Source: an optimization exercise on an open RTL-to-GDS flow (aim: small area, a short achievable clock period and few clock cycles per item). Production flows keep margins and buffers that such runs may drop. Where RTL was checked, it was by simulation tests only, not by an equivalence proof against the original. Power figures rest on the tool's default switching activity, not on a simulated workload.

Design cobsr_encoder, start of the top module:
module cobsr_encoder (
    input  wire       clk,
    input  wire       rst,         
    input  wire       in_valid,
    output wire       in_ready,
    input  wire [7:0] in_data,
    input  wire       in_last,
    output wire       out_valid,
    input  wire       out_ready,
    output wire [7:0] out_data,
    output wire       out_last
);
Settings: LEC_CHECK=0, CAP_MARGIN=20, CORE_MARGIN=2, CORE_UTILIZATION=65, CTS_CLUSTER_DIAMETER=100, CTS_CLUSTER_SIZE=25, PLACE_DENSITY=0.75, SLEW_MARGIN=20; clock period 9.0 ns.
standard.sh (not shown) runs the stock make flow with config.mk's settings and CLKGATE_MAP_FILE= SYNTH_SCRIPT=/design/flow/synth_recipe.tcl, a recipe that flattens the netlist after the stock synthesis.
==> flow/flow/run.sh <==
#!/bin/bash
set -euo pipefail
export SETUP_SLACK_MARGIN=6.1
bash standard.sh > standard_flow.log 2>&1
The first run finished with timing, DRC and antenna clean.
Then changed:
--- a/flow/design.v
+++ b/flow/design.v
@@ -76,13 +76,12 @@
     reg  [7:0] rl1;                
     reg        full_run;           
     reg  [7:0] cur_c;              
     assign in_ready = ir;
     reg  [7:0] q_f [0:Q-1];
     reg  [7:0] q_v [0:Q-1];        
-    reg        q_r [0:Q-1];        
     reg  [QB-1:0] q_hd, q_tl;
     reg        q_empty;
     reg  [Q-1:0]  nfl;             
     wire       fl_full = nfl[Q-1];
     reg        q_push, q_pop;
     reg  [7:0] push_f;
@@ -100,13 +99,12 @@
     wire take_out = ov && out_ready;
     reg        ofinal;             
     reg        fin_r;              
     reg        red_r;              
     wire [7:0] hd_f = q_f[q_hd];
     wire [7:0] hd_v = q_v[q_hd];
-    wire       hd_r = q_r[q_hd];
     wire rd      = r_at && !empty && !sv && (!tap_mk || ofinal || closed_r);
     reg  [7:0] rd_byte;
     reg        rd_last;
     always @* begin
         if (!tap_mk) begin
             rd_byte = tap;
@@ -125,13 +123,13 @@
     wire reduce = in_last && !zero && (in_data > rl1);
     always @* begin
         wr_en   = 1'b0;
         wr_mk   = 1'b1;
         q_push  = take && in_last;
         push_f  = zero ? wp : cur_c;
-        push_v  = in_data;
+        push_v  = reduce ? in_data : 8'h00;
         if (take) begin
             wr_en = 1'b1;
             wr_mk = zero || reduce;
         end else if (can_wr) begin
             if (dpend)
                 wr_en = 1'b1;
@@ -172,13 +170,13 @@
     end
     always @(posedge clk) begin
         closed_r <= !(msg_open && cur_c == acc1 && !(wr_en && wr_mk));
         near_r   <= near[6];
         fin_r    <= q_empty ? (q_push && push_f == acc1) : (hd_f == acc1);
         red_r    <= q_empty ? (q_push && push_f == acc1 && reduce)
-                            : (hd_f == acc1 && hd_r);
+                            : (hd_f == acc1 && hd_v != 8'h00);
         code_r   <= near[6] ? {2'b00, near[5:0]}
                   : (lq_hd == lq_tl) ? rl1 : lq[lq_hd];
         if (rst) begin
             acc      <= 8'd0;
             wp       <= 8'd0;
             rp       <= 8'd0;
@@ -229,13 +227,12 @@
                     rl1   <= rl1 + 8'd1;
                 end
             end
             if (q_push) begin
                 q_f[q_tl] <= push_f;
                 q_v[q_tl] <= push_v;
-                q_r[q_tl] <= reduce;
                 q_tl      <= qinc(q_tl);
             end
             if (q_pop)
                 q_hd <= qinc(q_hd);
             if (q_push && !q_pop)
                 q_empty <= 1'b0;
After rerunning: The new run finished with timing, DRC and antenna clean. Sequential share of layout area stays flat. Register-to-register slack is worse by 0.08 ns. Power shrinks by 0.68%. Die area is about the same. Clock-buffer cell count increases by 4. Fmax went up by 2.0%.
Testbench counts after the change, summed over its fixed seeds: cycles 43,346, bytes 40,795.
The RTL of the first run of this note was laid out without a check of its function.

* * *

## run 1
The RTL this note starts from:
==> flow/design.v <==
module cobsr_encoder (
    input  wire       clk,
    input  wire       rst,         
    input  wire       in_valid,
    output wire       in_ready,
    input  wire [7:0] in_data,
    input  wire       in_last,
    output wire       out_valid,
    input  wire       out_ready,
    output wire [7:0] out_data,
    output wire       out_last
);
    localparam integer N  = 257;   
    localparam integer Q  = 8;     
    localparam integer QB = 3;     
    localparam integer K  = 63;    
    localparam integer LQ = 4;     
    function [8:0] inc;            
        input [8:0] x;
        inc = (x == N - 1) ? 9'd0 : x + 9'd1;
    endfunction
    reg  [7:0] ring [0:N-1];
    wire [7:0] tap = ring[N-1];    
    reg        tap_mk;             
    reg        wr_en;
    reg        wr_mk;              
    integer i;
    always @(posedge clk) begin
        ring[0] <= !wr_en ? tap : (wr_mk ? 8'h00 : ad);
        for (i = 1; i < N; i = i + 1)
            ring[i] <= ring[i-1];
        tap_mk <= (ring[N-2] == 8'h00);
    end
    reg  [8:0] acc;                
    reg  [8:0] wp;                 
    reg  [8:0] rp;                 
    reg        w_at, r_at;         
    reg        empty, full;        
    wire [8:0] acc1 = inc(acc);
    wire [63:0] mk;
    assign mk[0] = 1'b0;
    genvar g;
    generate
        for (g = 1; g < 64; g = g + 1) begin : g_mk
            assign mk[g] = (ring[N-2-g] == 8'h00);
        end
    endgenerate
    function [6:0] first1;
        input [63:0] m;
        reg   [63:0]  vv;
        reg   [383:0] ix;              
        integer l, k;
        begin
            vv = m;
            ix = 384'd0;
            for (l = 0; l < 6; l = l + 1) begin
                for (k = 0; k < 32; k = k + 1) begin
                    if (k < (32 >> l)) begin
                        ix[6*k +: 6] = vv[2*k] ? ix[12*k +: 6]
                                               : (ix[12*k+6 +: 6] | (6'd1 << l));
                        vv[k] = vv[2*k] | vv[2*k+1];
                    end
                end
            end
            first1 = {vv[0], ix[5:0]};
        end
    endfunction
    wire [6:0] near = first1(mk);
    reg  [7:0] lq [0:LQ-1];
    reg  [1:0] lq_hd, lq_tl;
    reg        lq_push;
    reg  [7:0] code_r;             
    reg        near_r;             
    reg        closed_r;           
    reg        av, bv;
    reg  [7:0] ad, bd;
    reg        al, bl;
    reg        az, bz;             
    assign in_ready = !bv;
    wire take_in = in_valid && !bv;
    reg  consume;
    reg        msg_open;           
    reg        dpend;              
    reg  [7:0] rl1;                
    reg        full_run;           
    reg  [8:0] cur_c;              
    reg  [8:0] fin_f;              
    reg  [8:0] q_f [0:Q-1];
    reg  [7:0] q_v [0:Q-1];        
    reg  [QB-1:0] q_hd, q_tl;
    reg        q_empty;
    reg  [QB:0]   nfl;             
    reg        fl_full;            
    reg        q_push, q_pop;
    reg  [8:0] push_f;
    reg  [7:0] push_v;
    reg        pu_r;               
    reg  [8:0] pu_f;
    reg  [7:0] pu_v;
    reg        ov, sv;
    reg  [7:0] od, sd;
    reg        ol, sl;
    assign out_valid = ov;
    assign out_data  = od;
    assign out_last  = ol;
    wire take_out = ov && out_ready;
    reg        ofinal;             
    wire [8:0] hd_f = q_f[q_hd];
    wire [7:0] hd_v = q_v[q_hd];
    wire fin_now = !q_empty && (hd_f == acc);
    wire rd      = r_at && !empty && !sv && (!tap_mk || ofinal || closed_r);
    reg  [7:0] rd_byte;
    reg        rd_last;
    always @* begin
        if (!tap_mk) begin
            rd_byte = tap;
            rd_last = 1'b0;
        end else if (ofinal) begin
            rd_byte = 8'h00;
            rd_last = 1'b1;
        end else begin
            rd_byte = (fin_now && hd_v != 8'h00) ? hd_v : code_r;
            rd_last = 1'b0;
        end
    end
    wire can_wr = w_at && (!full || !sv);
    wire reduce = al && !az && (ad > rl1);
    always @* begin
        wr_en   = 1'b0;
        wr_mk   = 1'b1;
        consume = 1'b0;
        q_push  = 1'b0;
        push_f  = fin_f;
        push_v  = 8'h00;
        if (can_wr) begin
            if (dpend) begin
                wr_en  = 1'b1;
                q_push = 1'b1;
            end else if (av && !msg_open) begin
                wr_en  = !fl_full;
            end else if (av && full_run) begin
                wr_en  = 1'b1;
            end else if (av) begin
                wr_en   = 1'b1;
                consume = 1'b1;
                wr_mk   = az || reduce;
                if (reduce) begin
                    q_push = 1'b1;
                    push_f = cur_c;
                    push_v = ad;
                end
            end
        end
    end
    always @* lq_push = wr_en && msg_open && wr_mk && (rl1 > K);
    wire inc_c = wr_en && !rd;
    wire dec_c = rd && !wr_en;
    wire [8:0] wp1 = inc(wp);
    wire [8:0] rp1 = inc(rp);
    wire start = wr_en && !dpend && !msg_open;
    always @(posedge clk) begin
        closed_r <= !(msg_open && cur_c == acc1);
        near_r   <= near[6];
        code_r   <= near[6] ? {2'b00, near[5:0]} : lq[lq_hd];
        if (rst) begin
            acc      <= 9'd0;
            wp       <= 9'd0;
            rp       <= 9'd0;
            w_at     <= 1'b1;
            r_at     <= 1'b1;
            empty    <= 1'b1;
            full     <= 1'b0;
            av       <= 1'b0;
            bv       <= 1'b0;
            msg_open <= 1'b0;
            dpend    <= 1'b0;
            q_hd     <= {QB{1'b0}};
            lq_hd    <= 2'd0;
            lq_tl    <= 2'd0;
            q_tl     <= {QB{1'b0}};
            q_empty  <= 1'b1;
            nfl      <= {(QB+1){1'b0}};
            fl_full  <= 1'b0;
            pu_r     <= 1'b0;
            ov       <= 1'b0;
            sv       <= 1'b0;
            ofinal   <= 1'b0;
        end else begin
            acc <= acc1;
            if (wr_en) wp <= wp1;
            if (rd)    rp <= rp1;
            if (empty && !wr_en) begin
                wp <= acc1;
                rp <= acc1;
            end
            w_at <= wr_en || empty || (wp == acc1);
            r_at <= rd || (empty && !wr_en) || (rp == acc1);
            if (inc_c) begin
                empty <= 1'b0;
                full  <= (wp1 == rp);
            end else if (dec_c) begin
                empty <= (rp1 == wp);
                full  <= 1'b0;
            end
            if (consume) begin
                if (bv) begin
                    ad <= bd; al <= bl; az <= bz; bv <= 1'b0;
                end else if (take_in) begin
                    ad <= in_data; al <= in_last; az <= (in_data == 8'h00);
                end else begin
                    av <= 1'b0;
                end
            end else if (take_in) begin
                if (av) begin
                    bd <= in_data; bl <= in_last; bz <= (in_data == 8'h00);
                    bv <= 1'b1;
                end else begin
                    ad <= in_data; al <= in_last; az <= (in_data == 8'h00);
                    av <= 1'b1;
                end
            end
            if (wr_en) begin
                if (dpend) begin
                    dpend    <= 1'b0;
                    msg_open <= 1'b0;
                end else if (!msg_open || !consume || az) begin
                    msg_open <= 1'b1;
                    cur_c    <= wp;
                    rl1      <= 8'd1;
                    full_run <= 1'b0;
                    if (consume && al) begin
                        dpend <= 1'b1;
                        fin_f <= wp;
                    end
                end else if (reduce) begin
                    msg_open <= 1'b0;
                end else begin
                    rl1      <= rl1 + 8'd1;
                    full_run <= (rl1 == 8'd254);
                    if (al) begin
                        dpend <= 1'b1;
                        fin_f <= cur_c;
                    end
                end
            end
            pu_r <= q_push;
            pu_f <= push_f;
            pu_v <= push_v;
            if (pu_r) begin
                q_f[q_tl] <= pu_f;
                q_v[q_tl] <= pu_v;
                q_tl      <= q_tl + 1'b1;
            end
            if (q_pop)
                q_hd <= q_hd + 1'b1;
            if (pu_r && !q_pop)
                q_empty <= 1'b0;
            else if (q_pop && !pu_r)
                q_empty <= (q_hd + 1'b1 == q_tl);
            if (start && !q_pop) begin
                nfl     <= nfl + 1'b1;
                fl_full <= (nfl == Q - 1);
            end else if (q_pop && !start) begin
                nfl     <= nfl - 1'b1;
                fl_full <= 1'b0;
            end
            if (rd && tap_mk)
                ofinal <= !ofinal && fin_now;
            if (lq_push) begin
                lq[lq_tl] <= rl1;
                lq_tl     <= lq_tl + 2'd1;
            end
            if (rd && tap_mk && !ofinal && !near_r)
                lq_hd <= lq_hd + 2'd1;
            if (sv) begin
                if (take_out) begin
                    od <= sd; ol <= sl; sv <= 1'b0;
                end
            end else if (rd) begin
                if (!ov || take_out) begin
                    od <= rd_byte; ol <= rd_last; ov <= 1'b1;
                end else begin
                    sd <= rd_byte; sl <= rd_last; sv <= 1'b1;
                end
            end else if (take_out) begin
                ov <= 1'b0;
            end
        end
    end
    always @* q_pop = rd && tap_mk && ofinal;
endmodule
clock: 9.0 ns
lec_check: 0
cap_margin: 20
core_margin: 2
core_utilization: 65
cts_cluster_diameter: 100
cts_cluster_size: 30
place_density: 0.75
slew_margin: 20
==> flow/flow/run.sh <==
#!/bin/bash
set -euo pipefail
export SETUP_SLACK_MARGIN=6.6
bash standard.sh > standard_flow.log 2>&1
Testbench counts of run 1, summed over its fixed seeds: cycles 43,362, bytes 40,795.
The following lists how run 2 was set up differently from run 1:
diff --git a/flow/design.v b/flow/design.v
--- a/flow/design.v
+++ b/flow/design.v
@@ -8,19 +8,15 @@
     output wire       out_valid,
     input  wire       out_ready,
     output wire [7:0] out_data,
     output wire       out_last
 );
-    localparam integer N  = 257;   
+    localparam integer N  = 256;   
     localparam integer Q  = 8;     
     localparam integer QB = 3;     
     localparam integer K  = 63;    
     localparam integer LQ = 4;     
-    function [8:0] inc;            
-        input [8:0] x;
-        inc = (x == N - 1) ? 9'd0 : x + 9'd1;
-    endfunction
     reg  [7:0] ring [0:N-1];
     wire [7:0] tap = ring[N-1];    
     reg        tap_mk;             
     reg        wr_en;
     reg        wr_mk;              
@@ -29,16 +25,16 @@
         ring[0] <= !wr_en ? tap : (wr_mk ? 8'h00 : ad);
         for (i = 1; i < N; i = i + 1)
             ring[i] <= ring[i-1];
         tap_mk <= (ring[N-2] == 8'h00);
     end
-    reg  [8:0] acc;                
-    reg  [8:0] wp;                 
-    reg  [8:0] rp;                 
+    reg  [7:0] acc;                
+    reg  [7:0] wp;                 
+    reg  [7:0] rp;                 
     reg        w_at, r_at;         
     reg        empty, full;        
-    wire [8:0] acc1 = inc(acc);
+    wire [7:0] acc1 = acc + 8'd1;
     wire [63:0] mk;
     assign mk[0] = 1'b0;
     genvar g;
     generate
         for (g = 1; g < 64; g = g + 1) begin : g_mk
@@ -81,33 +77,30 @@
     reg  consume;
     reg        msg_open;           
     reg        dpend;              
     reg  [7:0] rl1;                
     reg        full_run;           
-    reg  [8:0] cur_c;              
-    reg  [8:0] fin_f;              
-    reg  [8:0] q_f [0:Q-1];
+    reg  [7:0] cur_c;              
+    reg  [7:0] fin_f;              
+    reg  [7:0] q_f [0:Q-1];
     reg  [7:0] q_v [0:Q-1];        
     reg  [QB-1:0] q_hd, q_tl;
     reg        q_empty;
     reg  [QB:0]   nfl;             
     reg        fl_full;            
     reg        q_push, q_pop;
-    reg  [8:0] push_f;
+    reg  [7:0] push_f;
     reg  [7:0] push_v;
-    reg        pu_r;               
-    reg  [8:0] pu_f;
-    reg  [7:0] pu_v;
     reg        ov, sv;
     reg  [7:0] od, sd;
     reg        ol, sl;
     assign out_valid = ov;
     assign out_data  = od;
     assign out_last  = ol;
     wire take_out = ov && out_ready;
     reg        ofinal;             
-    wire [8:0] hd_f = q_f[q_hd];
+    wire [7:0] hd_f = q_f[q_hd];
     wire [7:0] hd_v = q_v[q_hd];
     wire fin_now = !q_empty && (hd_f == acc);
     wire rd      = r_at && !empty && !sv && (!tap_mk || ofinal || closed_r);
     reg  [7:0] rd_byte;
     reg        rd_last;
@@ -153,21 +146,22 @@
         end
     end
     always @* lq_push = wr_en && msg_open && wr_mk && (rl1 > K);
     wire inc_c = wr_en && !rd;
     wire dec_c = rd && !wr_en;
-    wire [8:0] wp1 = inc(wp);
-    wire [8:0] rp1 = inc(rp);
+    wire [7:0] wp1 = wp + 8'd1;
+    wire [7:0] rp1 = rp + 8'd1;
     wire start = wr_en && !dpend && !msg_open;
     always @(posedge clk) begin
-        closed_r <= !(msg_open && cur_c == acc1);
+        closed_r <= !(msg_open && cur_c == acc1 && !(wr_en && wr_mk));
         near_r   <= near[6];
-        code_r   <= near[6] ? {2'b00, near[5:0]} : lq[lq_hd];
+        code_r   <= near[6] ? {2'b00, near[5:0]}
+                  : (lq_hd == lq_tl) ? rl1 : lq[lq_hd];
         if (rst) begin
-            acc      <= 9'd0;
-            wp       <= 9'd0;
-            rp       <= 9'd0;
+            acc      <= 8'd0;
+            wp       <= 8'd0;
+            rp       <= 8'd0;
             w_at     <= 1'b1;
             r_at     <= 1'b1;
             empty    <= 1'b1;
             full     <= 1'b0;
             av       <= 1'b0;
@@ -179,11 +173,10 @@
             lq_tl    <= 2'd0;
             q_tl     <= {QB{1'b0}};
             q_empty  <= 1'b1;
             nfl      <= {(QB+1){1'b0}};
             fl_full  <= 1'b0;
-            pu_r     <= 1'b0;
             ov       <= 1'b0;
             sv       <= 1'b0;
             ofinal   <= 1'b0;
         end else begin
             acc <= acc1;
@@ -241,23 +234,20 @@
                         dpend <= 1'b1;
                         fin_f <= cur_c;
                     end
                 end
             end
-            pu_r <= q_push;
-            pu_f <= push_f;
-            pu_v <= push_v;
-            if (pu_r) begin
-                q_f[q_tl] <= pu_f;
-                q_v[q_tl] <= pu_v;
+            if (q_push) begin
+                q_f[q_tl] <= push_f;
+                q_v[q_tl] <= push_v;
                 q_tl      <= q_tl + 1'b1;
             end
             if (q_pop)
                 q_hd <= q_hd + 1'b1;
-            if (pu_r && !q_pop)
+            if (q_push && !q_pop)
                 q_empty <= 1'b0;
-            else if (q_pop && !pu_r)
+            else if (q_pop && !q_push)
                 q_empty <= (q_hd + 1'b1 == q_tl);
             if (start && !q_pop) begin
                 nfl     <= nfl + 1'b1;
                 fl_full <= (nfl == Q - 1);
             end else if (q_pop && !start) begin
==> notes.md <==
Run 2: wire length of the first global-routing pass is about 8% lower than what run 1 reported. | number of nets produced by synthesis | lower: run 2 |. Cmp run 2 and run 1 / number of placed instances with taps included / lower: run 2. Standard cell core area (run 2 over run 1): decrease, 2.5%. Internal reg-to-reg setup slack for run 2: 90 ps down relative to run 1. Relative to run 1, gate count of the mapped netlist has gone down in run 2.
For run 2, only the layout was checked, not whether the RTL still works.

[separate check: timing with driven ports]
Ports are ideal in the flow. The routed layouts listed here were re-timed in OpenROAD. Step 1 assumes that a clkbuf_16 drives the clock port and a buf_2 every other input. Step 2 moves the port delays by t, midway between the first and last clock arrival at a register: inputs arrive t later, outputs are due t later. That takes back most of the time a late clock gives input paths. Slacks: no drivers / after step 1 / after step 2; pairs: no drivers / after step 1.
run | shift t [ns] | slack for setup (ns) | worst register clock-pin slew, ns
the first run of note 1 | 0.738 | 5.972 / 5.967 / 5.235 | 0.11 / 0.11
the second run of note 1 | 0.738 | 6.030 / 5.973 / 5.287 | 0.10 / 0.10
run 1 | 0.752 | 5.857 / 5.788 / 5.682 | 0.12 / 0.12
run 2 | 0.726 | 5.783 / 5.712 / 5.764 | 0.12 / 0.12
After both steps setup and hold are still met in every run listed. For the second run of note 1, which loses most, drivers alone change the setup slack by -0.057 ns; drivers and shift together by -0.743 ns.
